From an optimization exercise on the open Yosys and OpenROAD flow, aimed at small area; shortcuts taken in it are not production practice. At most, simulation tests tie the RTL to the original design; equivalence was not proved. No activity file was given, so power comes from the tool's default toggle rates.

==> inputs of job 6329 <==
Design koki_h74, start of the top module:
module koki_h74 (
    input  wire        clk,
    input  wire        rst,
    input  wire        cmd_we,
    input  wire [31:0] cmd,
    output wire [35:0] res,
    output wire [1:0]  status      
);
clock: 7.0 ns
lec_check: 0
abc_area: 1
cap_margin: 20
core_margin: 2
core_utilization: 35
gpl_timing_driven: 0
slew_margin: 20
synth_hierarchical: 1
synth_memory_max_bits: 32768
standard.sh (not shown) runs the stock make flow with config.mk's settings and CLKGATE_MAP_FILE= SYNTH_SCRIPT=/design/flow/synth_recipe.tcl, a recipe that flattens the netlist after the stock synthesis.
==> flow/flow/run.sh <==
#!/bin/bash
# Own layout flow: the standard layout (standard.sh) with
#  - synthesis by flow/synth.tcl: the standard flow's synthesis script, but ABC maps
#    for area (flow/abc.script) and no adder cells are extracted;
#  - the port buffers that global placement inserts made from buf_1.
# Registers, their names and cell types are those of the standard synthesis.
set -euo pipefail
HERE=$(pwd)
export OWN_ABC_SCRIPT="$HERE/flow/abc.script"
export BUFFER_PORTS_ARGS="-buffer_cell sky130_fd_sc_hd__buf_1"
bash standard.sh SYNTH_SCRIPT="$HERE/flow/synth.tcl" ADDER_MAP_FILE= finish > standard.log 2>&1
==> flow/flow/abc.script <==
strash
dch
map -D 4000 -B 0.1
topo
stime -c
==> flow/flow/synth.tcl <==
# The standard flow's synthesis script (synth_recipe.tcl) with two changes: every abc
# call maps with the area-oriented script flow/abc.script, and the caller
# sets ADDER_MAP_FILE empty so no half/full adder cells are extracted.
proc synth {args} { yosys synth -nofsm -noshare {*}$args }
proc abc {args} {
  set i [lsearch -exact $args -script]
  if { $i >= 0 } {
    set args [lreplace $args [expr {$i + 1}] [expr {$i + 1}] $::env(OWN_ABC_SCRIPT)]
  }
  yosys abc {*}$args
}
source $::env(SCRIPTS_DIR)/synth.tcl
# left out here: clear keep_hierarchy, flatten, clean up, hide names made inside functions, write 1_2_yosys.v
==> inputs of job 798, as changes to job 6329 <==
CORE_UTILIZATION = 55   (was 35)
==> summary of the runs <==
- Non-clock buffer count: job 6329 is lower than job 798 (2).
- In area after synthesis, job 798 and job 6329 do not differ.
- Of job 6329 and job 798, job 6329 has the higher cell count (gap about 5%, measured against job 798).
- Job 6329 finished with timing, DRC and antenna clean. Job 798 ran to the end with no violations.
- Wire length: job 6329 is smaller than job 798 (1.1%).
- Of job 6329 and job 798, job 798 has the higher combinational power (gap about 5%, measured against job 798).
- In sequential power, job 6329 and job 798 hardly differ.
- Between job 798 and job 6329, the lower sequential share of layout area is in job 6329 (gap 0.15 points).
- Of job 6329 and job 798, job 798 has the higher critical path depth (gap 2).
- Clock skew is the same in job 6329 and job 798.
- Against job 6329, the worst hold slack of job 798 is better by 18 ps.
==> figures <==
quantity                                                                    job 6329        job 798
Largest stage delay, worst path                                               340 ps         480 ps
Metal1 wirelength                                                            5473 um        4928 um
Weighted congestion at the end of routability-driven global placement         0.9499          1.033
Status                                              no timing/DRC/antenna violations  no timing/DRC/antenna violations
Via count of the routed design                                                  4339           4497
Fraction of area in multi-input gates                                         0.6437         0.6495
Final routed wire length divided by cell count                              16.26 um       17.29 um
Critical path fanouts, max                                                        14             12
Combined global-route utilization of all metal layers                         0.2383         0.3771
Portion of the layout cell area used by clock cells                          0.01303        0.01252
Initial core utilization                                                      0.3541         0.5787
Global-route track usage on met2                                              0.3763         0.6017
Net switching component of the power                                        242.7 uW       255.4 uW
Critical path required time                                                  7200 ps        7190 ps
Floorplan die area                                                      0.01000 mm^2  0.006493 mm^2
Post-synthesis to final-layout area growth                                    16.06%         14.66%
Placed Area                                                            0.003649 mm^2  0.003600 mm^2
Switching share of total power                                                0.4792         0.4865
Area of the placeable core                                             0.009109 mm^2  0.005574 mm^2
Sequential portion of the cell area                                           0.1230         0.1245
First-pass detailed-route iteration total                                          5              6
Post-Place Worst Slack                                                     -331.9 ps      -394.5 ps

========
==> inputs of lagoon <==
Another version of the RTL of koki_h74 (not shown whole).
export LEC_CHECK = 0
export ABC_AREA = 1
export CAP_MARGIN = 20
export CORE_MARGIN = 2
export CORE_UTILIZATION = 35
export GPL_TIMING_DRIVEN = 0
export SLEW_MARGIN = 20
export SYNTH_HIERARCHICAL = 1
export SYNTH_MEMORY_MAX_BITS = 32768
create_clock -name core_clock -period 7.0 [get_ports {clk}]
==> flow/flow/abc.script <==
strash
dch -f
map -D 3000
topo
stime -c
Scripts as last shown in full above: flow/flow/run.sh, flow/flow/synth.tcl
==> inputs of zinc, as changes to lagoon <==
==> flow/flow/abc.script (replaced) <==
strash
dch -f
map -D 3500
topo
stime -c
==> comparison <==
- Between zinc and lagoon, the lower non-clock buffer count is in zinc (gap 1).
- Between zinc and lagoon, the lower synthesized area is in zinc (gap about 3%, measured against lagoon).
- Between zinc and lagoon, the lower power is in lagoon (gap about 3%, measured against lagoon).
- In zinc the clock power is larger than in lagoon, by about 2%.
- Of lagoon and zinc, lagoon has the higher first-iteration DRC count (gap about 20%, measured against zinc).
Function was not checked in any run of this note: the RTL went through the layout flow alone.

afterwards: timing with drivers on the ports:
How much do the figures lean on ideal ports? The routed layouts below were timed once more, with nothing changed but the port constraints.
Step 1 assumes that a clkbuf_16 drives the clock port and a buf_2 every other input.
Step 2, shift: input delay + t, output delay - t, t = (earliest + latest rising clock arrival at the registers) / 2. This alone moves slack from input paths to output paths.
a / b / c = no drivers / after step 1 / after step 2; a / b = the first two.
run | shift t [ns] | setup slack, ns | worst setup path after step 2
job 6329 | 0.294 | 0.639 / 0.646 / 0.351 | input to register
job 798 | 0.298 | 0.526 / 0.535 / 0.237 | input to register
lagoon | 0.290 | 0.468 / 0.472 / 0.181 | input to register
zinc | 0.291 | 0.530 / 0.538 / 0.247 | input to register
After both steps every run listed still meets setup and hold. For job 798, which loses most, drivers alone change the setup slack by +0.009 ns; drivers and shift together by -0.289 ns.
